From an optimization exercise on the open Yosys and OpenROAD flow, aimed at small area, a short achievable clock period and few clock cycles per item; shortcuts taken in it are not production practice.
Only simulation tests tie the RTL to the original design; equivalence was not proved.
Power and IR drop assume default switching activity.

==> flow/run.sh <==
#!/bin/bash
# The standard layout (the standard.sh: ORFS synthesis to final layout),
# with two changes to how the layout is made:
#  - plain buffers on the ports instead of the delay buffer that
#    buffer_ports picks by default;
#  - the delay cells (clkdlybuf4s*, dlygate*, dlymetal*) are left out of the
#    cells the tools may use, so repair_design buffers long or slow nets with
#    plain buffers.
set -euo pipefail
export BUFFER_PORTS_ARGS="-buffer_cell sky130_fd_sc_hd__buf_2"
export DONT_USE_CELLS="sky130_fd_sc_hd__clkdlybuf4s15_1 sky130_fd_sc_hd__clkdlybuf4s15_2 sky130_fd_sc_hd__clkdlybuf4s18_1 sky130_fd_sc_hd__clkdlybuf4s18_2 sky130_fd_sc_hd__clkdlybuf4s25_1 sky130_fd_sc_hd__clkdlybuf4s25_2 sky130_fd_sc_hd__clkdlybuf4s50_1 sky130_fd_sc_hd__clkdlybuf4s50_2 sky130_fd_sc_hd__dlygate4sd1_1 sky130_fd_sc_hd__dlygate4sd2_1 sky130_fd_sc_hd__dlygate4sd3_1 sky130_fd_sc_hd__dlymetal6s2s_1 sky130_fd_sc_hd__dlymetal6s4s_1 sky130_fd_sc_hd__dlymetal6s6s_1"
bash standard.sh > standard_flow.log 2>&1
==> standard.sh <==
#!/bin/bash
# synth_recipe.tcl (not shown) runs the flow's synth.tcl, then flattens the netlist and writes it again
# the make line also repeats each setting of config.mk as NAME=value (left out here)
make -C /OpenROAD-flow-scripts/flow DESIGN_CONFIG=/design/flow/config.mk WORK_HOME=/design/flow/orfs CLKGATE_MAP_FILE= SYNTH_SCRIPT=/design/flow/synth_recipe.tcl "${@:-finish}"
==> config.mk <==
export PLATFORM = sky130hd
export DESIGN_NAME = seg_demod
export DESIGN_NICKNAME = seg_demod
export VERILOG_FILES = /design/flow/design.v
export SDC_FILE = /design/flow/constraint.sdc
export NUM_CORES = 4
export LEC_CHECK = 0
export CAP_MARGIN = 20
export CORE_MARGIN = 2
export CORE_UTILIZATION = 25
export CTS_BUF_LIST = sky130_fd_sc_hd__clkbuf_8 sky130_fd_sc_hd__clkbuf_16
export CTS_CLUSTER_DIAMETER = 150
export CTS_CLUSTER_SIZE = 20
export PLACE_DENSITY = 0.8
export SLEW_MARGIN = 60
==> constraint.sdc <==
create_clock -name core_clock -period 16.0 [get_ports {clk}]
set_input_delay 3.2000 -clock core_clock [delete_from_list [all_inputs] [get_ports {clk}]]
set_output_delay 3.2000 -clock core_clock [all_outputs]
set_load 0.01 [all_outputs]
==> design.v <==
module seg_demod (
    input  wire        clk,
    input  wire        rst_n,
    input  wire        in_valid,
    output wire        in_ready,
    input  wire [15:0] in_sample,
    input  wire [1:0]  in_scheme,
    input  wire        in_invert,
    output reg         out_valid,
    input  wire        out_ready,
    output reg         out_bit,
    output wire [71:0] out_metric
);
    reg        rdy;
    reg        mbusy;            
    reg  [3:0] mt;               
    reg        done_a;           
    wire       mlast = mbusy && (mt == 4'd9);
    assign in_ready = rdy;
    reg  [3:0]  kc;              
    reg  [15:0] s_r;
    reg  [15:0] s6r, s11r, s15r;     
    reg  [3:0]  k_s;
    reg  [1:0]  sch_s;
    reg         inv_s;
    reg         v_s;
    wire        take = in_valid && rdy;
    always @(posedge clk) begin
        s_r   <= in_sample;
        s6r   <= in_sample;
        s11r  <= in_sample;
        s15r  <= in_sample;
        sch_s <= in_scheme;
        inv_s <= in_invert;
        k_s   <= kc;
    end
    wire signed [15:0] s  = s_r;
    wire [29:0] m6, m11, m15;
    wire m6t_1 = 1'b1 ^ s6r[15];
    wire m6t_2 = 1'b1 & s6r[15];
    wire m6t_3 = 1'b1 ^ s6r[10];
    wire m6t_4 = 1'b1 & s6r[10];
    wire m6t_5 = 1'b1 ^ s6r[11];
    wire m6t_6 = 1'b1 & s6r[11];
    wire m6t_7 = 1'b1 ^ s6r[12];
    wire m6t_8 = 1'b1 & s6r[12];
    wire m6t_9 = 1'b1 ^ s6r[13];
    wire m6t_10 = 1'b1 & s6r[13];
    wire m6t_11 = 1'b1 ^ s6r[14];
    wire m6t_12 = 1'b1 & s6r[14];
    wire m6t_13 = 1'b1 ^ ~s6r[10];
    wire m6t_14 = 1'b1 & ~s6r[10];
    wire m6t_15 = ~s6r[11] ^ s6r[5];
    wire m6t_16 = ~s6r[11] & s6r[5];
    wire m6t_17 = ~s6r[12] ^ s6r[6] ^ ~s6r[2];
    wire m6t_18 = (~s6r[12] & s6r[6]) | (~s6r[12] & ~s6r[2]) | (s6r[6] & ~s6r[2]);
    wire m6t_19 = ~s6r[13] ^ s6r[7] ^ ~s6r[3];
    wire m6t_20 = (~s6r[13] & s6r[7]) | (~s6r[13] & ~s6r[3]) | (s6r[7] & ~s6r[3]);
    wire m6t_21 = ~s6r[14] ^ s6r[8] ^ ~s6r[4];
    wire m6t_22 = (~s6r[14] & s6r[8]) | (~s6r[14] & ~s6r[4]) | (s6r[8] & ~s6r[4]);
    wire m6t_23 = s6r[9] ^ ~s6r[5] ^ s6r[3];
    wire m6t_24 = (s6r[9] & ~s6r[5]) | (s6r[9] & s6r[3]) | (~s6r[5] & s6r[3]);
    wire m6t_25 = ~s6r[6] ^ s6r[4] ^ m6t_3;
    wire m6t_26 = (~s6r[6] & s6r[4]) | (~s6r[6] & m6t_3) | (s6r[4] & m6t_3);
    wire m6t_27 = ~s6r[7] ^ s6r[5] ^ m6t_5;
    wire m6t_28 = (~s6r[7] & s6r[5]) | (~s6r[7] & m6t_5) | (s6r[5] & m6t_5);
    wire m6t_29 = ~s6r[8] ^ s6r[6] ^ m6t_7;
    wire m6t_30 = (~s6r[8] & s6r[6]) | (~s6r[8] & m6t_7) | (s6r[6] & m6t_7);
    wire m6t_31 = ~s6r[9] ^ s6r[7] ^ m6t_9;
    wire m6t_32 = (~s6r[9] & s6r[7]) | (~s6r[9] & m6t_9) | (s6r[7] & m6t_9);
    wire m6t_33 = ~s6r[10] ^ s6r[8] ^ m6t_11;
    wire m6t_34 = (~s6r[10] & s6r[8]) | (~s6r[10] & m6t_11) | (s6r[8] & m6t_11);
    wire m6t_35 = ~s6r[15] ^ ~s6r[11] ^ s6r[9];
    wire m6t_36 = (~s6r[15] & ~s6r[11]) | (~s6r[15] & s6r[9]) | (~s6r[11] & s6r[9]);
    wire m6t_37 = 1'b1 ^ ~s6r[12];
    wire m6t_38 = 1'b1 & ~s6r[12];
    wire m6t_39 = 1'b1 ^ ~s6r[13];
    wire m6t_40 = 1'b1 & ~s6r[13];
    wire m6t_41 = 1'b1 ^ ~s6r[14];
    wire m6t_42 = 1'b1 & ~s6r[14];
    wire m6t_43 = s6r[4] ^ ~s6r[0];
    wire m6t_44 = s6r[4] & ~s6r[0];
    wire m6t_45 = ~s6r[1] ^ m6t_15 ^ m6t_14;
    wire m6t_46 = (~s6r[1] & m6t_15) | (~s6r[1] & m6t_14) | (m6t_15 & m6t_14);
    wire m6t_47 = s6r[0] ^ m6t_17 ^ m6t_16;
    wire m6t_48 = (s6r[0] & m6t_17) | (s6r[0] & m6t_16) | (m6t_17 & m6t_16);
    wire m6t_49 = s6r[1] ^ m6t_19 ^ m6t_18;
    wire m6t_50 = (s6r[1] & m6t_19) | (s6r[1] & m6t_18) | (m6t_19 & m6t_18);
    wire m6t_51 = s6r[2] ^ m6t_21 ^ m6t_20;
    wire m6t_52 = (s6r[2] & m6t_21) | (s6r[2] & m6t_20) | (m6t_21 & m6t_20);
    wire m6t_53 = m6t_1 ^ m6t_23 ^ m6t_22;
    wire m6t_54 = (m6t_1 & m6t_23) | (m6t_1 & m6t_22) | (m6t_23 & m6t_22);
    wire m6t_55 = m6t_2 ^ m6t_25 ^ m6t_24;
    wire m6t_56 = (m6t_2 & m6t_25) | (m6t_2 & m6t_24) | (m6t_25 & m6t_24);
    wire m6t_57 = m6t_4 ^ m6t_27 ^ m6t_26;
    wire m6t_58 = (m6t_4 & m6t_27) | (m6t_4 & m6t_26) | (m6t_27 & m6t_26);
    wire m6t_59 = m6t_6 ^ m6t_29 ^ m6t_28;
    wire m6t_60 = (m6t_6 & m6t_29) | (m6t_6 & m6t_28) | (m6t_29 & m6t_28);
    wire m6t_61 = m6t_8 ^ m6t_31 ^ m6t_30;
    wire m6t_62 = (m6t_8 & m6t_31) | (m6t_8 & m6t_30) | (m6t_31 & m6t_30);
    wire m6t_63 = m6t_10 ^ m6t_33 ^ m6t_32;
    wire m6t_64 = (m6t_10 & m6t_33) | (m6t_10 & m6t_32) | (m6t_33 & m6t_32);
    wire m6t_65 = m6t_12 ^ m6t_35 ^ m6t_34;
    wire m6t_66 = (m6t_12 & m6t_35) | (m6t_12 & m6t_34) | (m6t_35 & m6t_34);
    wire m6t_67 = s6r[10] ^ m6t_37 ^ m6t_36;
    wire m6t_68 = (s6r[10] & m6t_37) | (s6r[10] & m6t_36) | (m6t_37 & m6t_36);
    wire m6t_69 = s6r[11] ^ m6t_39 ^ m6t_38;
    wire m6t_70 = (s6r[11] & m6t_39) | (s6r[11] & m6t_38) | (m6t_39 & m6t_38);
    wire m6t_71 = s6r[12] ^ m6t_41 ^ m6t_40;
    wire m6t_72 = (s6r[12] & m6t_41) | (s6r[12] & m6t_40) | (m6t_41 & m6t_40);
    wire m6t_73 = s6r[15] ^ s6r[13] ^ m6t_42;
    wire m6t_74 = (s6r[15] & s6r[13]) | (s6r[15] & m6t_42) | (s6r[13] & m6t_42);
    wire m6t_75 = 1'b1 ^ s6r[14];
    wire m6t_76 = 1'b1 & s6r[14];
    wire [29:0] m6t_r0 = {1'b1, m6t_76, m6t_74, m6t_72, m6t_70, m6t_68, m6t_66, m6t_64, m6t_62, m6t_60, m6t_58, m6t_56, m6t_54, m6t_52, m6t_50, m6t_48, m6t_46, m6t_44, m6t_43, s6r[3], s6r[2], s6r[1], s6r[0], ~s6r[5], ~s6r[4], ~s6r[3], ~s6r[2], ~s6r[1], ~s6r[0], 1'b0};
    wire [29:0] m6t_r1 = {1'b0, ~s6r[15], m6t_75, m6t_73, m6t_71, m6t_69, m6t_67, m6t_65, m6t_63, m6t_61, m6t_59, m6t_57, m6t_55, m6t_53, m6t_51, m6t_49, m6t_47, m6t_45, m6t_13, ~s6r[9], ~s6r[8], ~s6r[7], ~s6r[6], 1'b0, 1'b0, 1'b0, 1'b0, 1'b0, 1'b1, 1'b0};
    assign m6 = m6t_r0 + m6t_r1;
    wire m11t_1 = 1'b1 ^ ~s11r[15];
    wire m11t_2 = 1'b1 & ~s11r[15];
    wire m11t_3 = 1'b1 ^ s11r[10];
    wire m11t_4 = 1'b1 & s11r[10];
    wire m11t_5 = 1'b1 ^ s11r[11];
    wire m11t_6 = 1'b1 & s11r[11];
    wire m11t_7 = 1'b1 ^ s11r[12];
    wire m11t_8 = 1'b1 & s11r[12];
    wire m11t_9 = 1'b1 ^ s11r[13];
    wire m11t_10 = 1'b1 & s11r[13];
    wire m11t_11 = 1'b1 ^ s11r[14];
    wire m11t_12 = 1'b1 & s11r[14];
    wire m11t_13 = s11r[11] ^ s11r[5];
    wire m11t_14 = s11r[11] & s11r[5];
    wire m11t_15 = s11r[12] ^ s11r[6] ^ s11r[4];
    wire m11t_16 = (s11r[12] & s11r[6]) | (s11r[12] & s11r[4]) | (s11r[6] & s11r[4]);
    wire m11t_17 = s11r[13] ^ s11r[7] ^ s11r[5];
    wire m11t_18 = (s11r[13] & s11r[7]) | (s11r[13] & s11r[5]) | (s11r[7] & s11r[5]);
    wire m11t_19 = s11r[3] ^ s11r[2];
    wire m11t_20 = s11r[3] & s11r[2];
    wire m11t_21 = s11r[14] ^ s11r[8] ^ s11r[6];
    wire m11t_22 = (s11r[14] & s11r[8]) | (s11r[14] & s11r[6]) | (s11r[8] & s11r[6]);
    wire m11t_23 = s11r[4] ^ s11r[3] ^ s11r[1];
    wire m11t_24 = (s11r[4] & s11r[3]) | (s11r[4] & s11r[1]) | (s11r[3] & s11r[1]);
    wire m11t_25 = s11r[9] ^ s11r[7] ^ s11r[5];
    wire m11t_26 = (s11r[9] & s11r[7]) | (s11r[9] & s11r[5]) | (s11r[7] & s11r[5]);
    wire m11t_27 = s11r[4] ^ s11r[2] ^ m11t_1;
    wire m11t_28 = (s11r[4] & s11r[2]) | (s11r[4] & m11t_1) | (s11r[2] & m11t_1);
    wire m11t_29 = s11r[8] ^ s11r[6] ^ s11r[5];
    wire m11t_30 = (s11r[8] & s11r[6]) | (s11r[8] & s11r[5]) | (s11r[6] & s11r[5]);
    wire m11t_31 = s11r[3] ^ m11t_3 ^ m11t_2;
    wire m11t_32 = (s11r[3] & m11t_3) | (s11r[3] & m11t_2) | (m11t_3 & m11t_2);
    wire m11t_33 = s11r[9] ^ s11r[7] ^ s11r[6];
    wire m11t_34 = (s11r[9] & s11r[7]) | (s11r[9] & s11r[6]) | (s11r[7] & s11r[6]);
    wire m11t_35 = s11r[4] ^ m11t_5 ^ m11t_4;
    wire m11t_36 = (s11r[4] & m11t_5) | (s11r[4] & m11t_4) | (m11t_5 & m11t_4);
    wire m11t_37 = s11r[10] ^ s11r[8] ^ s11r[7];
    wire m11t_38 = (s11r[10] & s11r[8]) | (s11r[10] & s11r[7]) | (s11r[8] & s11r[7]);
    wire m11t_39 = s11r[5] ^ m11t_7 ^ m11t_6;
    wire m11t_40 = (s11r[5] & m11t_7) | (s11r[5] & m11t_6) | (m11t_7 & m11t_6);
    wire m11t_41 = s11r[11] ^ s11r[9] ^ s11r[8];
    wire m11t_42 = (s11r[11] & s11r[9]) | (s11r[11] & s11r[8]) | (s11r[9] & s11r[8]);
    wire m11t_43 = s11r[6] ^ m11t_9 ^ m11t_8;
    wire m11t_44 = (s11r[6] & m11t_9) | (s11r[6] & m11t_8) | (m11t_9 & m11t_8);
    wire m11t_45 = s11r[12] ^ s11r[10] ^ s11r[9];
    wire m11t_46 = (s11r[12] & s11r[10]) | (s11r[12] & s11r[9]) | (s11r[10] & s11r[9]);
    wire m11t_47 = s11r[7] ^ m11t_11 ^ m11t_10;
    wire m11t_48 = (s11r[7] & m11t_11) | (s11r[7] & m11t_10) | (m11t_11 & m11t_10);
    wire m11t_49 = ~s11r[15] ^ s11r[13] ^ s11r[11];
    wire m11t_50 = (~s11r[15] & s11r[13]) | (~s11r[15] & s11r[11]) | (s11r[13] & s11r[11]);
    wire m11t_51 = s11r[10] ^ s11r[8] ^ m11t_12;
    wire m11t_52 = (s11r[10] & s11r[8]) | (s11r[10] & m11t_12) | (s11r[8] & m11t_12);
    wire m11t_53 = 1'b1 ^ s11r[14] ^ s11r[12];
    wire m11t_54 = (1'b1 & s11r[14]) | (1'b1 & s11r[12]) | (s11r[14] & s11r[12]);
    wire m11t_55 = s11r[11] ^ s11r[9];
    wire m11t_56 = s11r[11] & s11r[9];
    wire m11t_57 = ~s11r[15] ^ s11r[13] ^ s11r[12];
    wire m11t_58 = (~s11r[15] & s11r[13]) | (~s11r[15] & s11r[12]) | (s11r[13] & s11r[12]);
    wire m11t_59 = 1'b1 ^ s11r[14];
    wire m11t_60 = 1'b1 & s11r[14];
    wire m11t_61 = s11r[10] ^ s11r[4];
    wire m11t_62 = s11r[10] & s11r[4];
    wire m11t_63 = s11r[3] ^ s11r[1] ^ s11r[0];
    wire m11t_64 = (s11r[3] & s11r[1]) | (s11r[3] & s11r[0]) | (s11r[1] & s11r[0]);
    wire m11t_65 = s11r[2] ^ s11r[1] ^ m11t_15;
    wire m11t_66 = (s11r[2] & s11r[1]) | (s11r[2] & m11t_15) | (s11r[1] & m11t_15);
    wire m11t_67 = s11r[0] ^ m11t_19 ^ m11t_17;
    wire m11t_68 = (s11r[0] & m11t_19) | (s11r[0] & m11t_17) | (m11t_19 & m11t_17);
    wire m11t_69 = m11t_23 ^ m11t_21 ^ m11t_20;
    wire m11t_70 = (m11t_23 & m11t_21) | (m11t_23 & m11t_20) | (m11t_21 & m11t_20);
    wire m11t_71 = m11t_27 ^ m11t_25 ^ m11t_24;
    wire m11t_72 = (m11t_27 & m11t_25) | (m11t_27 & m11t_24) | (m11t_25 & m11t_24);
    wire m11t_73 = m11t_31 ^ m11t_29 ^ m11t_28;
    wire m11t_74 = (m11t_31 & m11t_29) | (m11t_31 & m11t_28) | (m11t_29 & m11t_28);
    wire m11t_75 = m11t_35 ^ m11t_33 ^ m11t_32;
    wire m11t_76 = (m11t_35 & m11t_33) | (m11t_35 & m11t_32) | (m11t_33 & m11t_32);
    wire m11t_77 = m11t_39 ^ m11t_37 ^ m11t_36;
    wire m11t_78 = (m11t_39 & m11t_37) | (m11t_39 & m11t_36) | (m11t_37 & m11t_36);
    wire m11t_79 = m11t_43 ^ m11t_41 ^ m11t_40;
    wire m11t_80 = (m11t_43 & m11t_41) | (m11t_43 & m11t_40) | (m11t_41 & m11t_40);
    wire m11t_81 = m11t_47 ^ m11t_45 ^ m11t_44;
    wire m11t_82 = (m11t_47 & m11t_45) | (m11t_47 & m11t_44) | (m11t_45 & m11t_44);
    wire m11t_83 = m11t_51 ^ m11t_49 ^ m11t_48;
    wire m11t_84 = (m11t_51 & m11t_49) | (m11t_51 & m11t_48) | (m11t_49 & m11t_48);
    wire m11t_85 = m11t_55 ^ m11t_53 ^ m11t_52;
    wire m11t_86 = (m11t_55 & m11t_53) | (m11t_55 & m11t_52) | (m11t_53 & m11t_52);
    wire m11t_87 = s11r[10] ^ m11t_57 ^ m11t_56;
    wire m11t_88 = (s11r[10] & m11t_57) | (s11r[10] & m11t_56) | (m11t_57 & m11t_56);
    wire m11t_89 = s11r[13] ^ s11r[11] ^ m11t_59;
    wire m11t_90 = (s11r[13] & s11r[11]) | (s11r[13] & m11t_59) | (s11r[11] & m11t_59);
    wire m11t_91 = ~s11r[15] ^ s11r[14] ^ s11r[12];
    wire m11t_92 = (~s11r[15] & s11r[14]) | (~s11r[15] & s11r[12]) | (s11r[14] & s11r[12]);
    wire m11t_93 = s11r[8] ^ s11r[2];
    wire m11t_94 = s11r[8] & s11r[2];
    wire m11t_95 = s11r[9] ^ s11r[3] ^ s11r[1];
    wire m11t_96 = (s11r[9] & s11r[3]) | (s11r[9] & s11r[1]) | (s11r[3] & s11r[1]);
    wire m11t_97 = s11r[2] ^ s11r[0] ^ m11t_61;
    wire m11t_98 = (s11r[2] & s11r[0]) | (s11r[2] & m11t_61) | (s11r[0] & m11t_61);
    wire m11t_99 = m11t_13 ^ m11t_63 ^ m11t_62;
    wire m11t_100 = (m11t_13 & m11t_63) | (m11t_13 & m11t_62) | (m11t_63 & m11t_62);
    wire m11t_101 = m11t_14 ^ m11t_65 ^ m11t_64;
    wire m11t_102 = (m11t_14 & m11t_65) | (m11t_14 & m11t_64) | (m11t_65 & m11t_64);
    wire m11t_103 = m11t_16 ^ m11t_67 ^ m11t_66;
    wire m11t_104 = (m11t_16 & m11t_67) | (m11t_16 & m11t_66) | (m11t_67 & m11t_66);
    wire m11t_105 = m11t_18 ^ m11t_69 ^ m11t_68;
    wire m11t_106 = (m11t_18 & m11t_69) | (m11t_18 & m11t_68) | (m11t_69 & m11t_68);
    wire m11t_107 = m11t_22 ^ m11t_71 ^ m11t_70;
    wire m11t_108 = (m11t_22 & m11t_71) | (m11t_22 & m11t_70) | (m11t_71 & m11t_70);
    wire m11t_109 = m11t_26 ^ m11t_73 ^ m11t_72;
    wire m11t_110 = (m11t_26 & m11t_73) | (m11t_26 & m11t_72) | (m11t_73 & m11t_72);
    wire m11t_111 = m11t_30 ^ m11t_75 ^ m11t_74;
    wire m11t_112 = (m11t_30 & m11t_75) | (m11t_30 & m11t_74) | (m11t_75 & m11t_74);
    wire m11t_113 = m11t_34 ^ m11t_77 ^ m11t_76;
    wire m11t_114 = (m11t_34 & m11t_77) | (m11t_34 & m11t_76) | (m11t_77 & m11t_76);
    wire m11t_115 = m11t_38 ^ m11t_79 ^ m11t_78;
    wire m11t_116 = (m11t_38 & m11t_79) | (m11t_38 & m11t_78) | (m11t_79 & m11t_78);
    wire m11t_117 = m11t_42 ^ m11t_81 ^ m11t_80;
    wire m11t_118 = (m11t_42 & m11t_81) | (m11t_42 & m11t_80) | (m11t_81 & m11t_80);
    wire m11t_119 = m11t_46 ^ m11t_83 ^ m11t_82;
    wire m11t_120 = (m11t_46 & m11t_83) | (m11t_46 & m11t_82) | (m11t_83 & m11t_82);
    wire m11t_121 = m11t_50 ^ m11t_85 ^ m11t_84;
    wire m11t_122 = (m11t_50 & m11t_85) | (m11t_50 & m11t_84) | (m11t_85 & m11t_84);
    wire m11t_123 = m11t_54 ^ m11t_87 ^ m11t_86;
    wire m11t_124 = (m11t_54 & m11t_87) | (m11t_54 & m11t_86) | (m11t_87 & m11t_86);
    wire m11t_125 = m11t_58 ^ m11t_89 ^ m11t_88;
    wire m11t_126 = (m11t_58 & m11t_89) | (m11t_58 & m11t_88) | (m11t_89 & m11t_88);
    wire m11t_127 = m11t_60 ^ m11t_91 ^ m11t_90;
    wire m11t_128 = (m11t_60 & m11t_91) | (m11t_60 & m11t_90) | (m11t_91 & m11t_90);
    wire m11t_129 = ~s11r[15] ^ s11r[13] ^ m11t_92;
    wire m11t_130 = (~s11r[15] & s11r[13]) | (~s11r[15] & m11t_92) | (s11r[13] & m11t_92);
    wire m11t_131 = 1'b1 ^ s11r[14];
    wire m11t_132 = 1'b1 & s11r[14];
    wire [29:0] m11t_r0 = {1'b1, m11t_132, m11t_130, m11t_128, m11t_126, m11t_124, m11t_122, m11t_120, m11t_118, m11t_116, m11t_114, m11t_112, m11t_110, m11t_108, m11t_106, m11t_104, m11t_102, m11t_100, m11t_98, m11t_96, m11t_94, m11t_93, s11r[1], s11r[0], s11r[5], s11r[4], s11r[3], s11r[2], s11r[1], s11r[0]};
    wire [29:0] m11t_r1 = {1'b0, ~s11r[15], m11t_131, m11t_129, m11t_127, m11t_125, m11t_123, m11t_121, m11t_119, m11t_117, m11t_115, m11t_113, m11t_111, m11t_109, m11t_107, m11t_105, m11t_103, m11t_101, m11t_99, m11t_97, m11t_95, s11r[0], s11r[7], s11r[6], 1'b0, 1'b0, 1'b0, 1'b0, 1'b0, 1'b0};
    assign m11 = m11t_r0 + m11t_r1;
    wire m15t_1 = 1'b1 ^ s15r[10];
    wire m15t_2 = 1'b1 & s15r[10];
    wire m15t_3 = s15r[11] ^ s15r[6];
    wire m15t_4 = s15r[11] & s15r[6];
    wire m15t_5 = s15r[12] ^ s15r[7];
    wire m15t_6 = s15r[12] & s15r[7];
    wire m15t_7 = s15r[13] ^ s15r[8];
    wire m15t_8 = s15r[13] & s15r[8];
    wire m15t_9 = s15r[14] ^ s15r[9] ^ ~s15r[6];
    wire m15t_10 = (s15r[14] & s15r[9]) | (s15r[14] & ~s15r[6]) | (s15r[9] & ~s15r[6]);
    wire m15t_11 = 1'b1 ^ ~s15r[15] ^ s15r[10];
    wire m15t_12 = (1'b1 & ~s15r[15]) | (1'b1 & s15r[10]) | (~s15r[15] & s15r[10]);
    wire m15t_13 = ~s15r[7] ^ ~s15r[5];
    wire m15t_14 = ~s15r[7] & ~s15r[5];
    wire m15t_15 = 1'b1 ^ s15r[11] ^ ~s15r[8];
    wire m15t_16 = (1'b1 & s15r[11]) | (1'b1 & ~s15r[8]) | (s15r[11] & ~s15r[8]);
    wire m15t_17 = ~s15r[6] ^ s15r[2];
    wire m15t_18 = ~s15r[6] & s15r[2];
    wire m15t_19 = 1'b1 ^ s15r[12] ^ ~s15r[9];
    wire m15t_20 = (1'b1 & s15r[12]) | (1'b1 & ~s15r[9]) | (s15r[12] & ~s15r[9]);
    wire m15t_21 = ~s15r[7] ^ s15r[3];
    wire m15t_22 = ~s15r[7] & s15r[3];
    wire m15t_23 = 1'b1 ^ s15r[13] ^ ~s15r[10];
    wire m15t_24 = (1'b1 & s15r[13]) | (1'b1 & ~s15r[10]) | (s15r[13] & ~s15r[10]);
    wire m15t_25 = ~s15r[8] ^ s15r[4];
    wire m15t_26 = ~s15r[8] & s15r[4];
    wire m15t_27 = 1'b1 ^ s15r[14] ^ ~s15r[11];
    wire m15t_28 = (1'b1 & s15r[14]) | (1'b1 & ~s15r[11]) | (s15r[14] & ~s15r[11]);
    wire m15t_29 = ~s15r[9] ^ s15r[5];
    wire m15t_30 = ~s15r[9] & s15r[5];
    wire m15t_31 = ~s15r[15] ^ ~s15r[12] ^ ~s15r[10];
    wire m15t_32 = (~s15r[15] & ~s15r[12]) | (~s15r[15] & ~s15r[10]) | (~s15r[12] & ~s15r[10]);
    wire m15t_33 = 1'b1 ^ ~s15r[13];
    wire m15t_34 = 1'b1 & ~s15r[13];
    wire m15t_35 = 1'b1 ^ ~s15r[14];
    wire m15t_36 = 1'b1 & ~s15r[14];
    wire m15t_37 = 1'b1 ^ s15r[8];
    wire m15t_38 = 1'b1 & s15r[8];
    wire m15t_39 = s15r[9] ^ s15r[4];
    wire m15t_40 = s15r[9] & s15r[4];
    wire m15t_41 = s15r[5] ^ ~s15r[2] ^ ~s15r[0];
    wire m15t_42 = (s15r[5] & ~s15r[2]) | (s15r[5] & ~s15r[0]) | (~s15r[2] & ~s15r[0]);
    wire m15t_43 = ~s15r[3] ^ ~s15r[1] ^ m15t_3;
    wire m15t_44 = (~s15r[3] & ~s15r[1]) | (~s15r[3] & m15t_3) | (~s15r[1] & m15t_3);
    wire m15t_45 = ~s15r[4] ^ ~s15r[2] ^ m15t_5;
    wire m15t_46 = (~s15r[4] & ~s15r[2]) | (~s15r[4] & m15t_5) | (~s15r[2] & m15t_5);
    wire m15t_47 = ~s15r[5] ^ ~s15r[3] ^ m15t_7;
    wire m15t_48 = (~s15r[5] & ~s15r[3]) | (~s15r[5] & m15t_7) | (~s15r[3] & m15t_7);
    wire m15t_49 = ~s15r[4] ^ s15r[0] ^ m15t_9;
    wire m15t_50 = (~s15r[4] & s15r[0]) | (~s15r[4] & m15t_9) | (s15r[0] & m15t_9);
    wire m15t_51 = s15r[1] ^ m15t_13 ^ m15t_11;
    wire m15t_52 = (s15r[1] & m15t_13) | (s15r[1] & m15t_11) | (m15t_13 & m15t_11);
    wire m15t_53 = m15t_17 ^ m15t_15 ^ m15t_14;
    wire m15t_54 = (m15t_17 & m15t_15) | (m15t_17 & m15t_14) | (m15t_15 & m15t_14);
    wire m15t_55 = m15t_21 ^ m15t_19 ^ m15t_18;
    wire m15t_56 = (m15t_21 & m15t_19) | (m15t_21 & m15t_18) | (m15t_19 & m15t_18);
    wire m15t_57 = m15t_25 ^ m15t_23 ^ m15t_22;
    wire m15t_58 = (m15t_25 & m15t_23) | (m15t_25 & m15t_22) | (m15t_23 & m15t_22);
    wire m15t_59 = m15t_29 ^ m15t_27 ^ m15t_26;
    wire m15t_60 = (m15t_29 & m15t_27) | (m15t_29 & m15t_26) | (m15t_27 & m15t_26);
    wire m15t_61 = s15r[6] ^ m15t_31 ^ m15t_30;
    wire m15t_62 = (s15r[6] & m15t_31) | (s15r[6] & m15t_30) | (m15t_31 & m15t_30);
    wire m15t_63 = ~s15r[11] ^ s15r[7] ^ m15t_33;
    wire m15t_64 = (~s15r[11] & s15r[7]) | (~s15r[11] & m15t_33) | (s15r[7] & m15t_33);
    wire m15t_65 = ~s15r[12] ^ s15r[8] ^ m15t_35;
    wire m15t_66 = (~s15r[12] & s15r[8]) | (~s15r[12] & m15t_35) | (s15r[8] & m15t_35);
    wire m15t_67 = s15r[15] ^ ~s15r[13] ^ s15r[9];
    wire m15t_68 = (s15r[15] & ~s15r[13]) | (s15r[15] & s15r[9]) | (~s15r[13] & s15r[9]);
    wire m15t_69 = 1'b1 ^ ~s15r[14];
    wire m15t_70 = 1'b1 & ~s15r[14];
    wire m15t_71 = s15r[3] ^ ~s15r[0];
    wire m15t_72 = s15r[3] & ~s15r[0];
    wire m15t_73 = ~s15r[1] ^ m15t_39 ^ m15t_38;
    wire m15t_74 = (~s15r[1] & m15t_39) | (~s15r[1] & m15t_38) | (m15t_39 & m15t_38);
    wire m15t_75 = m15t_1 ^ m15t_41 ^ m15t_40;
    wire m15t_76 = (m15t_1 & m15t_41) | (m15t_1 & m15t_40) | (m15t_41 & m15t_40);
    wire m15t_77 = m15t_2 ^ m15t_43 ^ m15t_42;
    wire m15t_78 = (m15t_2 & m15t_43) | (m15t_2 & m15t_42) | (m15t_43 & m15t_42);
    wire m15t_79 = m15t_4 ^ m15t_45 ^ m15t_44;
    wire m15t_80 = (m15t_4 & m15t_45) | (m15t_4 & m15t_44) | (m15t_45 & m15t_44);
    wire m15t_81 = m15t_6 ^ m15t_47 ^ m15t_46;
    wire m15t_82 = (m15t_6 & m15t_47) | (m15t_6 & m15t_46) | (m15t_47 & m15t_46);
    wire m15t_83 = m15t_8 ^ m15t_49 ^ m15t_48;
    wire m15t_84 = (m15t_8 & m15t_49) | (m15t_8 & m15t_48) | (m15t_49 & m15t_48);
    wire m15t_85 = m15t_10 ^ m15t_51 ^ m15t_50;
    wire m15t_86 = (m15t_10 & m15t_51) | (m15t_10 & m15t_50) | (m15t_51 & m15t_50);
    wire m15t_87 = m15t_12 ^ m15t_53 ^ m15t_52;
    wire m15t_88 = (m15t_12 & m15t_53) | (m15t_12 & m15t_52) | (m15t_53 & m15t_52);
    wire m15t_89 = m15t_16 ^ m15t_55 ^ m15t_54;
    wire m15t_90 = (m15t_16 & m15t_55) | (m15t_16 & m15t_54) | (m15t_55 & m15t_54);
    wire m15t_91 = m15t_20 ^ m15t_57 ^ m15t_56;
    wire m15t_92 = (m15t_20 & m15t_57) | (m15t_20 & m15t_56) | (m15t_57 & m15t_56);
    wire m15t_93 = m15t_24 ^ m15t_59 ^ m15t_58;
    wire m15t_94 = (m15t_24 & m15t_59) | (m15t_24 & m15t_58) | (m15t_59 & m15t_58);
    wire m15t_95 = m15t_28 ^ m15t_61 ^ m15t_60;
    wire m15t_96 = (m15t_28 & m15t_61) | (m15t_28 & m15t_60) | (m15t_61 & m15t_60);
    wire m15t_97 = m15t_32 ^ m15t_63 ^ m15t_62;
    wire m15t_98 = (m15t_32 & m15t_63) | (m15t_32 & m15t_62) | (m15t_63 & m15t_62);
    wire m15t_99 = m15t_34 ^ m15t_65 ^ m15t_64;
    wire m15t_100 = (m15t_34 & m15t_65) | (m15t_34 & m15t_64) | (m15t_65 & m15t_64);
    wire m15t_101 = m15t_36 ^ m15t_67 ^ m15t_66;
    wire m15t_102 = (m15t_36 & m15t_67) | (m15t_36 & m15t_66) | (m15t_67 & m15t_66);
    wire m15t_103 = s15r[10] ^ m15t_69 ^ m15t_68;
    wire m15t_104 = (s15r[10] & m15t_69) | (s15r[10] & m15t_68) | (m15t_69 & m15t_68);
    wire m15t_105 = s15r[15] ^ s15r[11] ^ m15t_70;
    wire m15t_106 = (s15r[15] & s15r[11]) | (s15r[15] & m15t_70) | (s15r[11] & m15t_70);
    wire m15t_107 = 1'b1 ^ s15r[12];
    wire m15t_108 = 1'b1 & s15r[12];
    wire m15t_109 = 1'b1 ^ s15r[13];
    wire m15t_110 = 1'b1 & s15r[13];
    wire m15t_111 = 1'b1 ^ s15r[14];
    wire m15t_112 = 1'b1 & s15r[14];
    wire [29:0] m15t_r0 = {m15t_112, m15t_110, m15t_108, m15t_106, m15t_104, m15t_102, m15t_100, m15t_98, m15t_96, m15t_94, m15t_92, m15t_90, m15t_88, m15t_86, m15t_84, m15t_82, m15t_80, m15t_78, m15t_76, m15t_74, m15t_72, m15t_71, s15r[2], s15r[1], s15r[0], s15r[4], s15r[3], s15r[2], s15r[1], s15r[0]};
    wire [29:0] m15t_r1 = {~s15r[15], m15t_111, m15t_109, m15t_107, m15t_105, m15t_103, m15t_101, m15t_99, m15t_97, m15t_95, m15t_93, m15t_91, m15t_89, m15t_87, m15t_85, m15t_83, m15t_81, m15t_79, m15t_77, m15t_75, m15t_73, m15t_37, s15r[7], s15r[6], s15r[5], 1'b0, 1'b0, 1'b0, 1'b0, 1'b0};
    assign m15 = m15t_r0 + m15t_r1;
    function [4:0] sin1c;
        input [3:0] j;
        begin
            case (j[2:0])
                3'd1, 3'd7: sin1c[3:0] = 4'b0001;
                3'd2, 3'd6: sin1c[3:0] = 4'b0010;
                3'd3, 3'd5: sin1c[3:0] = 4'b0100;
                3'd4:       sin1c[3:0] = 4'b1000;
                default:    sin1c[3:0] = 4'b0000;
            endcase
            sin1c[4] = j[3];
        end
    endfunction
    reg         fsk_p, ask_p, ie_p;
    reg         nul_p;               
    wire        first_s = v_s && (k_s == 4'd0);
    wire        fsk_e = first_s ? (sch_s == 2'd1) : fsk_p;
    wire        ask_e = first_s ? (sch_s == 2'd0) : ask_p;
    wire        nul_e = first_s ? (sch_s == 2'd3) : nul_p;
    wire [4:0]  ci1 = sin1c(k_s);
    wire [4:0]  cq1 = sin1c(k_s + 4'd4);
    wire [4:0]  ci2 = sin1c({k_s[2:0], 1'b0});
    wire [4:0]  cq2 = sin1c({k_s[2:0], 1'b0} + 4'd4);
    reg  signed [29:0] p6, p11, p15;
    reg  signed [15:0] s_p;
    reg  [3:0]  k_p;
    reg         v_p;
    reg  [4:0]  sa, sb, sc, sd;      
    reg         n_a, n_b, n_c, n_d;
    reg  [3:0]  fst;                 
    always @(posedge clk) begin
        p6  <= m6;
        p11 <= m11;
        p15 <= m15;
        s_p <= s_r;
        k_p <= k_s;
        fsk_p <= fsk_e;
        ask_p <= ask_e;
        nul_p <= nul_e;
        if (first_s)
            ie_p <= (sch_s == 2'd2) && inv_s;
        sa  <= (!v_s || nul_e) ? 5'd0 : ask_e ? 5'b10000 : {1'b0, ci2[3:0]};
        sb  <= (v_s && fsk_e) ? {1'b0, ci1[3:0]} : 5'd0;
        sc  <= (v_s && fsk_e) ? {1'b0, cq2[3:0]} : 5'd0;
        sd  <= (v_s && fsk_e) ? {1'b0, cq1[3:0]} : 5'd0;
        n_a <= !ask_e && ci2[4];
        n_b <= ci1[4];
        n_c <= cq2[4];
        n_d <= cq1[4];
        fst <= {4{first_s}};
    end
    function [34:0] pick;
        input [4:0] c;
        input signed [29:0] a6, a11, a15;
        input signed [15:0] sv;
        reg signed [34:0] e6, e11, e15, e16, es;
        begin
            e6 = a6; e11 = a11; e15 = a15; e16 = sv <<< 14; es = sv;
            pick = ({35{c[0]}} & e6) | ({35{c[1]}} & e11) | ({35{c[2]}} & e15)
                 | ({35{c[3]}} & e16) | ({35{c[4]}} & es);
        end
    endfunction
    wire [34:0] va = pick(sa, p6, p11, p15, s_p) ^ {35{n_a}};
    wire [34:0] vb = pick(sb, p6, p11, p15, s_p) ^ {35{n_b}};
    wire [34:0] vc = pick(sc, p6, p11, p15, s_p) ^ {35{n_c}};
    wire [34:0] vd = pick(sd, p6, p11, p15, s_p) ^ {35{n_d}};
    function [34:0] acc3;
        input [34:0] a, u, w;
        input ci0, ci1;
        reg [34:0] sm, cy;
        reg [35:0] t;
        begin
            sm = a ^ u ^ w;
            cy = {(a[33:0] & u[33:0]) | (a[33:0] & w[33:0]) | (u[33:0] & w[33:0]), ci0};
            t  = {sm, 1'b1} + {cy, ci1};
            acc3 = t[35:1];
        end
    endfunction
    reg  [34:0] ax1, ay1, ax2, ay2;
    reg         fsk_a, ie_a;
    wire [34:0] bx1 = fst[0] ? 35'd0 : ax1;
    wire [34:0] by1 = fst[1] ? 35'd0 : ay1;
    wire [34:0] bx2 = fst[2] ? 35'd0 : ax2;
    wire [34:0] by2 = fst[3] ? 35'd0 : ay2;
    always @(posedge clk) begin
        ax1 <= acc3(bx1, va, ~vb, n_a, !n_b);
        ay1 <= acc3(by1, va,  vb, n_a,  n_b);
        ax2 <= acc3(bx2, vc, ~vd, n_c, !n_d);
        ay2 <= acc3(by2, vc,  vd, n_c,  n_d);
        if (v_p && k_p == 4'd15) begin
            fsk_a <= fsk_p;
            ie_a  <= ie_p;
        end
    end
    reg signed [34:0] x1, x2;
    reg        [35:0] y1, y2;
    reg        [35:0] cs_s, cs_c;    
    reg        [1:0]  cc;            
    reg               nz;            
    reg               ie_m;
    reg        [67:0] om;
    reg               fin;           
    reg        [2:0]  xf;            
    reg               om_sh;         
    reg               om_hi;         
    assign out_metric = {{4{om[67]}}, om};
    wire xfer = done_a;
    function [3:0] bdig;
        input [2:0] b;
        begin
            bdig[0] = ~b[2] & (b[1] ^ b[0]);
            bdig[1] =  b[2] & (b[1] ^ b[0]);
            bdig[2] = ~b[2] &  b[1] &  b[0];
            bdig[3] =  b[2] & ~b[1] & ~b[0];
        end
    endfunction
    function [35:0] brow;
        input signed [34:0] x;
        input [3:0] d;
        reg [35:0] xe, xs, v;
        begin
            xe = {x[34], x};
            xs = {xe[34:0], 1'b0};
            v  = ({36{d[0]}} & xe) | ({36{d[1]}} & ~xe) | ({36{d[2]}} & xs) | ({36{d[3]}} & ~xs);
            brow = {~v[35], v[34:0]};
        end
    endfunction
    wire [35:0] ny1 = fsk_a ? {ay1[34], ay1} : 36'd1;
    wire [35:0] ny2 = {ay2[34], ay2};
    wire [4:0]  nw1 = xfer ? {ny1[3:0], 1'b0} : y1[7:3];
    wire [4:0]  nw2 = xfer ? {ny2[3:0], 1'b0} : y2[7:3];
    reg  [3:0]  d1a, d1b, d2a, d2b;
    reg  [3:0]  e1a, e1b, e2a, e2b;    
    wire [35:0] r1a = {brow(x1, e1a) >> 18, 18'd0} | (brow(x1, d1a) & 36'h3FFFF);
    wire [35:0] r1b = {brow(x1, e1b) >> 18, 18'd0} | (brow(x1, d1b) & 36'h3FFFF);
    wire [35:0] r2a = {brow(x2, e2a) >> 18, 18'd0} | (brow(x2, d2a) & 36'h3FFFF);
    wire [35:0] r2b = {brow(x2, e2b) >> 18, 18'd0} | (brow(x2, d2b) & 36'h3FFFF);
    wire n1a = d1a[1] | d1a[3];
    wire n1b = d1b[1] | d1b[3];
    wire n2a = d2a[1] | d2a[3];
    wire n2b = d2b[1] | d2b[3];
    wire [39:0] v0 = {4'd0, cs_s};
    wire [39:0] v1 = {4'd0, cs_c};
    wire [39:0] v2 = {4'd0, r1a};
    wire [39:0] v3 = {4'd0, r2a};
    wire [39:0] v4 = {2'd0, r1b, 1'b0, n1a};
    wire [39:0] v5 = {2'd0, r2b, 1'b0, n2a};
    wire [39:0] a1 = v0 ^ v1 ^ v2;
    wire [39:0] b1 = {(v0[38:0] & v1[38:0]) | (v0[38:0] & v2[38:0]) | (v1[38:0] & v2[38:0]), 1'b0};
    wire [39:0] a2 = v3 ^ v4 ^ v5;
    wire [39:0] b2 = {(v3[38:0] & v4[38:0]) | (v3[38:0] & v5[38:0]) | (v4[38:0] & v5[38:0]), 1'b0};
    wire [39:0] a3 = a1 ^ b1 ^ a2;
    wire [39:0] b3 = {(a1[38:0] & b1[38:0]) | (a1[38:0] & a2[38:0]) | (b1[38:0] & a2[38:0]), 1'b0};
    wire [39:0] a4 = a3 ^ b3 ^ b2;
    wire [39:0] b4 = {(a3[38:0] & b3[38:0]) | (a3[38:0] & b2[38:0]) | (b3[38:0] & b2[38:0]), 1'b0};
    wire [1:0] nb   = {1'b0, n1b} + {1'b0, n2b};
    wire [5:0] lowd = {2'b0, a4[3:0]} + {2'b0, b4[3:0]} + {4'b0, cc} + {2'b0, nb, 2'b0};
    wire [31:0] hi = cs_s[31:0] + cs_c[31:0] + {30'd0, cc} + 32'hAAAAAAAB;
    always @(posedge clk) begin
        if (xf[0]) begin
            x1  <= ax1;
            x2  <= ax2;
            ie_m <= ie_a;
        end
        y1  <= xf[1] ? ny1 : {4'd0, y1[35:4]};
        y2  <= xf[1] ? ny2 : {4'd0, y2[35:4]};
        d1a <= bdig(nw1[2:0]);  e1a <= bdig(nw1[2:0]);
        d1b <= bdig(nw1[4:2]);  e1b <= bdig(nw1[4:2]);
        d2a <= bdig(nw2[2:0]);  e2a <= bdig(nw2[2:0]);
        d2b <= bdig(nw2[4:2]);  e2b <= bdig(nw2[4:2]);
        if (xf[2]) begin
            cs_s <= 36'd0;
            cs_c <= 36'd0;
            cc   <= 2'd0;
            nz   <= 1'b0;
        end else begin
            cs_s <= a4[39:4];
            cs_c <= b4[39:4];
            cc   <= lowd[5:4];
            if (om_sh)
                nz <= nz | (lowd[3:0] != 4'd0);
        end
        if (om_sh)
            om[35:0] <= {lowd[3:0], om[35:4]};
        if (om_hi)
            om[67:36] <= hi;
        if (fin)
            out_bit <= (!om[67] && (om[67:36] != 32'd0 || nz)) ^ ie_m;
    end
    wire [3:0] kc_n    = take ? kc + 4'd1 : kc;
    wire       mbusy_n = xfer || (mbusy && !mlast);
    wire [3:0] mt_n    = xfer ? 4'd0 : (mbusy ? mt + 4'd1 : mt);
    wire       ov_n    = fin || (out_valid && !out_ready);
    wire       done_n  = v_p && (k_p == 4'd15);
    always @(posedge clk) begin
        if (!rst_n) begin
            rdy       <= 1'b1;
            kc        <= 4'd0;
            v_s       <= 1'b0;
            v_p       <= 1'b0;
            done_a    <= 1'b0;
            xf        <= 3'd0;
            mbusy     <= 1'b0;
            mt        <= 4'd0;
            om_sh     <= 1'b0;
            om_hi     <= 1'b0;
            fin       <= 1'b0;
            out_valid <= 1'b0;
        end else begin
            rdy       <= (kc_n != 4'd15) || (!mbusy_n && !mlast && !ov_n);
            kc        <= kc_n;
            v_s       <= take;
            v_p       <= v_s;
            done_a    <= done_n;
            xf        <= {3{done_n}};
            mbusy     <= mbusy_n;
            mt        <= mt_n;
            om_sh     <= mbusy_n && (mt_n <= 4'd8);
            om_hi     <= mbusy_n && (mt_n == 4'd9);
            fin       <= mlast;
            out_valid <= ov_n;
        end
    end
endmodule
==> results_dict.tcl, run 1 <==
set metrics [dict create \
    drtIter0Drc 2908 \
    io_pins 98 \
    drtPass1Iterations 8 \
    leakage_nw 22.33 \
    dp_slack_ps 10750 \
    grt_max_degree 73 \
    wl_per_cell_um 16.64 \
    timing.final.crit_period_ps 5172 \
    status "timing/DRC/antenna clean" \
    antenna_cells 0 \
    setup_tns_ps 0 \
    worstMarginPinSlew_ps 668.5 \
    synth_seq_area_share 0.2914 \
    cts_tree "done" \
    setup_viol_count_final 0 \
    synth-edff-count 143 \
    critPathKind "flip-flop to flip-flop" \
    synthAdderAreaFrac 0.2650 \
    finalHoldViolations 0 \
    critPathMaxFanout 12 \
    detail_route.vias_per_cell 4.730 \
    synthXorXnorAreaFrac 0.07717 \
    fill_cells 18690 \
    clock_sinks 591 \
    synthMuxAreaShare 0.04902 \
    final-max-slew-violation-count 0 \
    holdWs_ps 344.5 \
    peakVddDrop_v 0.00007694 \
    synth_compound_area_frac 0.1375 \
    cts_hold_buf 0 \
    root_buffer "clkbuf_16" \
    cp_cell_sequence "inv_1, fa_1, inv_1, fa_1, inv_1, fa_1, inv_1, ha_1, a21o_1, a21o_1, a21o_1, or3_1, a211o_1, a31oi_2, nor2b_1, o21a_1, o41a_1, xor2_1" \
    grt_pass1_wl_mm 184.7 \
    syn_area_um2 45510 \
    die-height_um 430.7 \
    place_congestion 0.9871 \
    post_cts_resized 0 \
    clk_latency_ps 620 \
    track_usage 0.1237 \
    hold_path_class "flip-flop to flip-flop" \
    postSynthAreaPerCell_um2 9.866 \
    drc 0 \
    maxCapViolations 0 \
    clockBufferDepth 3 \
    synth_top_family_by_area "adder cells" \
    ys_ff_latch 591 \
    post_cts_buffers 0 \
    nets 5364 \
    worstPathArrival_ps 5650 \
    drive_gt1_frac 0.09307 \
    finClkSkew_ps 34.32 \
    initial_core_util 0.2518 \
    drtAntennaViolNets 0 \
    required_ps 16480 \
    grt_pass1_vias 32810 \
    post-route-period-util 0.3233 \
    slew_headroom 0.5543 \
    end_kind "flip-flop" \
    power.density_nw_per_um2 128.1 \
    htreeDepth 2 \
    grt_overflow 0 \
    port_buffers 97 \
    vias 33120 \
    numCtsBuffers 35 \
    rsz0062_at_grt "no" \
    netlist_instances 4613 \
    design.core.area_um2 180700 \
    cp-start-kind "flip-flop" \
    cp_slowest_cell "fa_1" \
    area_growth_pct 10.12 \
    synthArstFlopShare 0 \
    dieArea_um2 185500 \
    clk_pin_slew_ps 90 \
    routed_wl_mm 116.5 \
    finalWorstSetupSlack_ps 10830 \
    synth_nets 5366 \
    timing.fmax_mhz 193.3 \
    row_count 156 \
    die_w_um 430.7 \
    synth_cell_type_count 93 \
    crit_path_frequent_cell "inv_1" \
    yosys.area_share.simple 0.1131 \
    max_stage_delay_ps 600 \
    dpl.hpwl_mm 92.40 \
    grt_antenna_before_repair 8 \
    ys_warn_count 1 \
    synth_ff_type "dfxtp_1" \
]
[cell usage after synthesis (all sizes together), types with 121 or more instances]
cell type / instances / area [um^2]
a211oi: 121 / 930.9
a21oi: 197 / 993.5
clkbuf: 152 / 571.8
dfxtp: 448 / 8969
edfxtp: 143 / 4294
fa: 371 / 7427
ha: 359 / 4492
inv: 621 / 2331
mux2: 127 / 1430
nand2: 181 / 679.4
nor2: 149 / 559.3
nor2b: 309 / 1933
o21ai: 138 / 698.2
xnor2: 280 / 2452
xor2: 121 / 1060
[flip-flops by register name, indices dropped and copies added, names as in the netlist, 24 cells and up]
register / cells
p11: 24
p15: 25
cs_c: 35
ay1: 35
cs_s: 35
p6: 28
ax2: 35
x2: 35
y1: 32
y2: 32
om: 68
ax1: 35
x1: 35
ay2: 35
[critical path, delay by kind of cell, from the launching register on]
kind / cells / cell delay, ps
AO/OA/AOI/OAI: 7 / 1530
XOR/XNOR: 1 / 150
adder cells (fa/ha/maj): 4 / 1940
buffers and inverters: 4 / 470
flip-flops: 1 / 580
AND/OR/NAND/NOR: 2 / 370
[kinds of logic after synthesis]
| logic type | Yosys count |
|---|---|
| compound gates | 895 |
| xor+xnor | 401 |
| fa+ha+maj | 744 |
| buf+inv | 806 |
| flops | 591 |
| mux | 207 |
| simple gates | 969 |
[per-layer routing]
layer	vias to the layer above	GRT usage	wire, um
met4	4	0.03670	3636
met5	-	0	27
li1	15550	-	-
met2	1255	0.1927	50720
met1	16120	0.1748	53220
met3	188	0.02017	8893
[metrics by stage]
| stage | std cells | util | power, W | instance area [um^2] |
|---|---|---|---|---|
| final | 7001 | 0.2773 | 0.006421 | 50120 |
| after floorplan | 4613 | - | 0.004599 | 45510 |
| after global routing | 7001 | 0.2773 | 0.006887 | 50120 |
| after CTS | 6996 | 0.2758 | 0.006361 | 49850 |
| after global placement | 6924 | 0.2683 | 0.005286 | 48500 |
| after detailed placement | 6939 | 0.2702 | 0.005394 | 48840 |
[path summary, 6_finish.rpt]
check / slack, ps / endpoint / depth (start not counted) / from
setup reg to reg: 10830 / p11[28] / 18 / s_r[9]
setup / recovery: 10830 / p11[28] / 18 / s_r[9]
hold / removal: 340 / k_p[3] / 0 / k_s[3]
hold reg to reg: 340 / k_p[3] / 0 / k_s[3]
[cell usage in the layout, fill, tap and decap left out, types with 36 or more instances in the layout]
cell       synthesis  layout
inv_1            621     634
a221oi_1          45      41
dfxtp_1          448     411
nor2b_1          309     309
ha_1             359     359
fa_1             371     371
clkbuf_16          0      36
o21ai_0          122     121
mux2i_1           80      80
nor3_1            55      54
nand2_1          181     181
xnor2_1          280     258
nor2_1           149     149
mux2_2           127     127
edfxtp_1         143     143
nand2b_1          90      90
nand3_1           70      70
a211oi_1         118     118
o21bai_1          38      38
a21oi_1          195     195
buf_2              1     100
a22oi_1           36      36
a21o_1           111     111
xor2_1           121     109
[area by class of cell]
type / instances / area (um^2) / area share
Inverter: 621 / 2331 / 0.04651
Multi-Input combinational cell: 3216 / 29530 / 0.5893
Tap cell: 2370 / 2965 / 0.05916
Sequential cell: 591 / 13330 / 0.2660
Clock buffer: 36 / 900.9 / 0.01797
Timing Repair Buffer: 146 / 950.9 / 0.01897
Clock inverter: 21 / 103.9 / 0.002072
[power breakdown]
| group | internal [W] | switching [W] | total (W) |
|---|---|---|---|
| Combinational | 0.00145 | 0.00188 | 0.00333 |
| Sequential | 0.00187 | 0.000274 | 0.00214 |
| Clock | 0.000413 | 0.000535 | 0.000949 |
| Total | 0.00373 | 0.00269 | 0.00642 |
Testbench counts, summed over its fixed seeds: cycles 51,320, items 3,200.
==> run 2, diff against run 1 <==
--- a/design.v
+++ b/design.v
@@ -21,18 +21,20 @@
     reg  [15:0] s_r;
     reg  [15:0] s6r, s11r, s15r;     
     reg  [3:0]  k_s;
+    reg         z_s;             
     reg  [1:0]  sch_s;
     reg         inv_s;
     reg         v_s;
     wire        take = in_valid && rdy;
     always @(posedge clk) begin
         s_r   <= in_sample;
-        s6r   <= in_sample;
-        s11r  <= in_sample;
-        s15r  <= in_sample;
+        s6r   <= in_valid ? in_sample : 16'd0;
+        s11r  <= in_valid ? in_sample : 16'hFFFF;
+        s15r  <= in_valid ? in_sample : {in_sample[15:8], 8'd0};
         sch_s <= in_scheme;
         inv_s <= in_invert;
         k_s   <= kc;
+        z_s   <= (kc == 4'd0);
     end
     wire signed [15:0] s  = s_r;
     wire [29:0] m6, m11, m15;
@@ -379,21 +381,26 @@
         end
     endfunction
     reg         fsk_p, ask_p, ie_p;
-    reg         nul_p;               
     wire        first_s = v_s && (k_s == 4'd0);
     wire        fsk_e = first_s ? (sch_s == 2'd1) : fsk_p;
     wire        ask_e = first_s ? (sch_s == 2'd0) : ask_p;
-    wire        nul_e = first_s ? (sch_s == 2'd3) : nul_p;
     wire [4:0]  ci1 = sin1c(k_s);
     wire [4:0]  cq1 = sin1c(k_s + 4'd4);
     wire [4:0]  ci2 = sin1c({k_s[2:0], 1'b0});
     wire [4:0]  cq2 = sin1c({k_s[2:0], 1'b0} + 4'd4);
+    wire [3:0]  k_h = kc - 4'd1;     
+    wire [4:0]  hi1 = sin1c(k_h);
+    wire [4:0]  hq1 = sin1c(k_h + 4'd4);
+    wire [4:0]  hi2 = sin1c({k_h[2:0], 1'b0});
+    wire [4:0]  hq2 = sin1c({k_h[2:0], 1'b0} + 4'd4);
     reg  signed [29:0] p6, p11, p15;
     reg  signed [15:0] s_p;
     reg  [3:0]  k_p;
     reg         v_p;
     reg  [4:0]  sa, sb, sc, sd;      
     reg         n_a, n_b, n_c, n_d;
+    reg  [4:0]  ta, tb, tc, td;      
+    reg         m_a, m_b, m_c, m_d;
     reg  [3:0]  fst;                 
     always @(posedge clk) begin
         p6  <= m6;
@@ -403,18 +410,28 @@
         k_p <= k_s;
         fsk_p <= fsk_e;
         ask_p <= ask_e;
-        nul_p <= nul_e;
         if (first_s)
             ie_p <= (sch_s == 2'd2) && inv_s;
-        sa  <= (!v_s || nul_e) ? 5'd0 : ask_e ? 5'b10000 : {1'b0, ci2[3:0]};
+        sa  <= !v_s ? 5'd0 : ask_e ? 5'b10000 : {1'b0, ci2[3:0]};
         sb  <= (v_s && fsk_e) ? {1'b0, ci1[3:0]} : 5'd0;
         sc  <= (v_s && fsk_e) ? {1'b0, cq2[3:0]} : 5'd0;
         sd  <= (v_s && fsk_e) ? {1'b0, cq1[3:0]} : 5'd0;
-        n_a <= !ask_e && ci2[4];
-        n_b <= ci1[4];
-        n_c <= cq2[4];
-        n_d <= cq1[4];
-        fst <= {4{first_s}};
+        n_a <= v_s && !ask_e && ci2[4];
+        n_b <= v_s && ci1[4];
+        n_c <= v_s && cq2[4];
+        n_d <= v_s && cq1[4];
+        ta  <= !v_s ? 5'd0 : ask_e ? 5'b10000 : {1'b0, hi2[3:0]};
+        tb  <= (v_s && fsk_e) ? {1'b0, hi1[3:0]} : 5'd0;
+        tc  <= (v_s && fsk_e) ? {1'b0, hq2[3:0]} : 5'd0;
+        td  <= (v_s && fsk_e) ? {1'b0, hq1[3:0]} : 5'd0;
+        m_a <= v_s && !ask_e && hi2[4];
+        m_b <= v_s && hi1[4];
+        m_c <= v_s && hq2[4];
+        m_d <= v_s && hq1[4];
+        fst[0] <= first_s;
+        fst[1] <= v_s && (kc == 4'd1);
+        fst[2] <= v_s && z_s;
+        fst[3] <= (k_s == 4'd0) && (kc == 4'd1);
     end
     function [34:0] pick;
         input [4:0] c;
@@ -427,10 +444,14 @@
                  | ({35{c[3]}} & e16) | ({35{c[4]}} & es);
         end
     endfunction
-    wire [34:0] va = pick(sa, p6, p11, p15, s_p) ^ {35{n_a}};
-    wire [34:0] vb = pick(sb, p6, p11, p15, s_p) ^ {35{n_b}};
-    wire [34:0] vc = pick(sc, p6, p11, p15, s_p) ^ {35{n_c}};
-    wire [34:0] vd = pick(sd, p6, p11, p15, s_p) ^ {35{n_d}};
+    wire [34:0] pa_l = pick(sa, p6, p11, p15, s_p), pa_h = pick(ta, p6, p11, p15, s_p);
+    wire [34:0] pb_l = pick(sb, p6, p11, p15, s_p), pb_h = pick(tb, p6, p11, p15, s_p);
+    wire [34:0] pc_l = pick(sc, p6, p11, p15, s_p), pc_h = pick(tc, p6, p11, p15, s_p);
+    wire [34:0] pd_l = pick(sd, p6, p11, p15, s_p), pd_h = pick(td, p6, p11, p15, s_p);
+    wire [34:0] va = {pa_h[34:18] ^ {17{m_a}}, pa_l[17:0] ^ {18{n_a}}};
+    wire [34:0] vb = {pb_h[34:18] ^ {17{m_b}}, pb_l[17:0] ^ {18{n_b}}};
+    wire [34:0] vc = {pc_h[34:18] ^ {17{m_c}}, pc_l[17:0] ^ {18{n_c}}};
+    wire [34:0] vd = {pd_h[34:18] ^ {17{m_d}}, pd_l[17:0] ^ {18{n_d}}};
     function [34:0] acc3;
         input [34:0] a, u, w;
         input ci0, ci1;
@@ -469,6 +490,7 @@
     reg               fin;           
     reg        [2:0]  xf;            
     reg               om_sh;         
+    reg               om_sh2;        
     reg               om_hi;         
     assign out_metric = {{4{om[67]}}, om};
     wire xfer = done_a;
@@ -531,10 +553,10 @@
         end
         y1  <= xf[1] ? ny1 : {4'd0, y1[35:4]};
         y2  <= xf[1] ? ny2 : {4'd0, y2[35:4]};
-        d1a <= bdig(nw1[2:0]);  e1a <= bdig(nw1[2:0]);
-        d1b <= bdig(nw1[4:2]);  e1b <= bdig(nw1[4:2]);
-        d2a <= bdig(nw2[2:0]);  e2a <= bdig(nw2[2:0]);
-        d2b <= bdig(nw2[4:2]);  e2b <= bdig(nw2[4:2]);
+        d1a <= bdig(nw1[2:0]);  e1a <= bdig(nw1[2:0]) & {4{mbusy_n}};
+        d1b <= bdig(nw1[4:2]);  e1b <= bdig(nw1[4:2]) & {4{mbusy_n}};
+        d2a <= bdig(nw2[2:0]);  e2a <= bdig(nw2[2:0]) & {4{mbusy_n}};
+        d2b <= bdig(nw2[4:2]);  e2b <= bdig(nw2[4:2]) & {4{mbusy_n}};
         if (xf[2]) begin
             cs_s <= 36'd0;
             cs_c <= 36'd0;
@@ -544,11 +566,13 @@
             cs_s <= a4[39:4];
             cs_c <= b4[39:4];
             cc   <= lowd[5:4];
-            if (om_sh)
+            if (om_sh2)
                 nz <= nz | (lowd[3:0] != 4'd0);
         end
         if (om_sh)
-            om[35:0] <= {lowd[3:0], om[35:4]};
+            om[17:0] <= om[21:4];
+        if (om_sh2)
+            om[35:18] <= {lowd[3:0], om[35:22]};
         if (om_hi)
             om[67:36] <= hi;
         if (fin)
@@ -570,6 +594,7 @@
             mbusy     <= 1'b0;
             mt        <= 4'd0;
             om_sh     <= 1'b0;
+            om_sh2    <= 1'b0;
             om_hi     <= 1'b0;
             fin       <= 1'b0;
             out_valid <= 1'b0;
@@ -579,10 +604,13 @@
             v_s       <= take;
             v_p       <= v_s;
             done_a    <= done_n;
-            xf        <= {3{done_n}};
+            xf[0]     <= done_n;
+            xf[1]     <= v_p && (k_p == 4'd15) && z_s;
+            xf[2]     <= v_p && (k_p == 4'd15) && !kc[3];
             mbusy     <= mbusy_n;
             mt        <= mt_n;
             om_sh     <= mbusy_n && (mt_n <= 4'd8);
+            om_sh2    <= xfer || (om_sh2 && mt != 4'd8);
             om_hi     <= mbusy_n && (mt_n == 4'd9);
             fin       <= mlast;
             out_valid <= ov_n;
==> flow/run.sh (replaced) <==
#!/bin/bash
# The standard layout (the standard.sh: ORFS synthesis to final layout),
# with plain buffers on the ports instead of the delay buffer that
# buffer_ports picks by default.  Everything else is unchanged.
set -euo pipefail
export BUFFER_PORTS_ARGS="-buffer_cell sky130_fd_sc_hd__buf_2"
bash standard.sh > standard_flow.log 2>&1
==> config.mk (replaced) <==
export PLATFORM = sky130hd
export DESIGN_NAME = seg_demod
export DESIGN_NICKNAME = seg_demod
export VERILOG_FILES = /design/flow/design.v
export SDC_FILE = /design/flow/constraint.sdc
export NUM_CORES = 4
export LEC_CHECK = 0
export CAP_MARGIN = 20
export CORE_MARGIN = 2
export CORE_UTILIZATION = 25
export SLEW_MARGIN = 20
==> results_dict.tcl, run 2 <==
set metrics [dict create \
    track_usage 0.1317 \
    vias 34330 \
    cts_hold_buf 0 \
    leakage_nw 23.58 \
    end_kind "flip-flop" \
    design.core.area_um2 190400 \
    routed_wl_mm 129.4 \
    post-route-period-util 0.3072 \
    antenna_cells 0 \
    clk_latency_ps 690 \
    initial_core_util 0.2517 \
    netlist_instances 4866 \
    finalPower_w 0.008114 \
    cts_tree "done" \
    numCtsBuffers 74 \
    clk_pin_slew_ps 70 \
    timing.fmax_mhz 203.5 \
    clock_sinks 670 \
    critPathMaxFanout 18 \
    critPathKind "flip-flop to flip-flop" \
    required_ps 16610 \
    place_congestion 0.9050 \
    largest_reg_flops 68 \
    worstMarginPinSlew_ps 1102 \
    synthArstFlopShare 0 \
    slew_headroom 0.2460 \
    grt_overflow 0 \
    drc 0 \
    nets 5645 \
    synthTopCellsByArea "dfxtp_1, fa_1, ha_1" \
    postSynthAreaPerCell_um2 9.849 \
    dp_slack_ps 11150 \
    final_cells 7465 \
    synth_top_area_share 0.2201 \
    finalWorstSetupSlack_ps 11080 \
    root_buffer "clkbuf_16" \
    wl_per_cell_um 17.33 \
    finalHoldViolations 0 \
    maxCapViolations 0 \
    holdWs_ps 321.3 \
    area_growth_pct 11.86 \
    regMostFlops "om" \
    ys_ff_latch 670 \
    htreeDepth 3 \
    dpl.hpwl_mm 104.6 \
    synth_area_leader_cell "dfxtp_1" \
    drtAntennaViolNets 0 \
    post_cts_resized 0 \
    port_buffers 97 \
    power.density_nw_per_um2 151.4 \
    final_cell_mix "inv_1, dfxtp_1, fa_1" \
    rsz0062_at_grt "no" \
    timing.final.crit_period_ps 4915 \
    clockBufferDepth 3 \
    hold_path_class "flip-flop to flip-flop" \
    grt_pass1_wl_mm 203.5 \
    setup_viol_count_final 0 \
    detail_route.vias_per_cell 4.598 \
    ys_warn_count 1 \
    final_common_cell "inv_1" \
    final-max-slew-violation-count 0 \
    die-height_um 441.8 \
    drtIter0Drc 2989 \
    synth_seq_area_share 0.3097 \
    dp_cells 7328 \
    grt_antenna_before_repair 4 \
    synth_cell_type_count 78 \
    yosysMostFrequentCell "inv_1" \
    syn_area_um2 47920 \
    finClkSkew_ps 33.70 \
    synth-edff-count 143 \
    setup_tns_ps 0 \
    grt_pass1_vias 34460 \
    cp-start-kind "flip-flop" \
    row_count 160 \
    worstPathArrival_ps 5520 \
    grt_max_degree 71 \
    synth_commonest_cells "inv_1, dfxtp_1, fa_1, ha_1, nor2b_1" \
    synth_ff_type "dfxtp_1" \
    post_cts_buffers 0 \
    dieArea_um2 195200 \
    die_w_um 441.8 \
    peakVddDrop_v 0.00008350 \
    status "timing/DRC/antenna clean" \
    drive_gt1_frac 0.08155 \
    synth_nets 5618 \
    drtPass1Iterations 9 \
    io_pins 98 \
]
-- run 2: cell types whose count changed in the layout (fill, tap and decap cells not counted), sizes merged, moves of 15 or more --
cell	change
dfxtp	+79
clkinv	+19
and3	+16
xor2	-24
clkbuf	+63
nor2	+22
buf	-20
inv	+15
a21oi	+18
nand2	+43
and2	+39
a31oi	+15
nand3	-24
-- run 2: cells by family (layout without fill, tap and decap cells) --
kind of cell	Yosys count	count (layout)	share of synthesized area
AND/OR/NAND/NOR	1076	1076	0.1186
AO/OA/AOI/OAI	962	962	0.1382
buffers and inverters	819	907	0.06451
adder cells (fa/ha/maj)	741	741	0.2510
flip-flops	670	670	0.3097
XOR/XNOR	391	391	0.07146
multiplexers	207	207	0.04653
-- run 2: worst max-delay path, stage by stage, from the launching register on --
cell	delay [ps]
dfxtp_1	880
a222oi_1	300
xor2_1	330
inv_1	100
fa_1	480
ha_1	370
a21o_1	180
a21o_1	180
a221oi_2	510
o41ai_2	210
o221ai_1	370
a31oi_1	220
a221o_1	390
a21oi_1	170
xnor2_1	130
-- run 2: layout make-up --
type | count | area, um^2
inverters | 651 | 2444
clock inverters | 34 | 385.4
fillers | 19790 | 136800
well taps | 2511 | 3142
flip-flops and latches | 670 | 14860
repair buffers | 119 | 650.6
clock buffers | 103 | 2125
multi-input cells | 3377 | 30000
-- run 2: report_power, final --
| group | total (W) | switching (W) | internal, W |
|---|---|---|---|
| clock network | 0.00178 | 0.000762 | 0.00102 |
| logic | 0.00392 | 0.00224 | 0.00168 |
| registers | 0.00241 | 0.000323 | 0.00209 |
-- run 2: per-layer routing --
| layer | wire length, um | vias to the layer above | track usage |
|---|---|---|---|
| met2 | 57160 | 969 | 0.2084 |
| met1 | 62270 | 16680 | 0.1876 |
| met3 | 7075 | 157 | 0.01867 |
| met5 | 7 | - | 0 |
| li1 | - | 16520 | - |
| met4 | 2842 | 2 | 0.03327 |
-- run 2: path summary, 6_finish.rpt --
check / from / depth (start not counted) / end / slack, ps
hold / removal: s_r[0] / 0 / s_p[0] / 320
setup / recovery: sb[1] / 14 / ay1[33] / 11080
setup reg to reg: sb[1] / 14 / ay1[33] / 11080
hold reg to reg: s_r[0] / 0 / s_p[0] / 320
-- run 2: stage by stage --
step           utilization  area (um^2)
2_1_floorplan            -        47920
3_3_place_gp        0.2684        51090
3_5_place_dp        0.2684        51090
4_1_cts             0.2816        53600
5_1_grt             0.2816        53610
6_report            0.2816        53610
Testbench counts of run 2, summed over its fixed seeds: cycles 51,320, items 3,200.

## port drivers added, routing unchanged
Ports are ideal in the flow. The routed layouts listed here were re-timed in OpenROAD.
Step 1 sets driving cells, clkbuf_16 on the clock port and buf_2 on the other inputs (assumed; they add their load-dependent delay and slew).
Step 2 moves the port delays by t, midway between the first and last clock arrival at a register: inputs arrive t later, outputs are due t later. That takes back most of the time a late clock gives input paths.
Slacks: ideal ports / drivers / drivers and shift; pairs: ideal ports / drivers.
run | t, ns | slack for setup (ns) | latest minus earliest clock arrival (ns)
run 1 | 0.682 | 10.828 / 10.828 / 10.828 | 0.035 / 0.035
run 2 | 0.749 | 11.085 / 11.085 / 11.085 | 0.034 / 0.034
After both steps setup and hold are still met in every run listed.
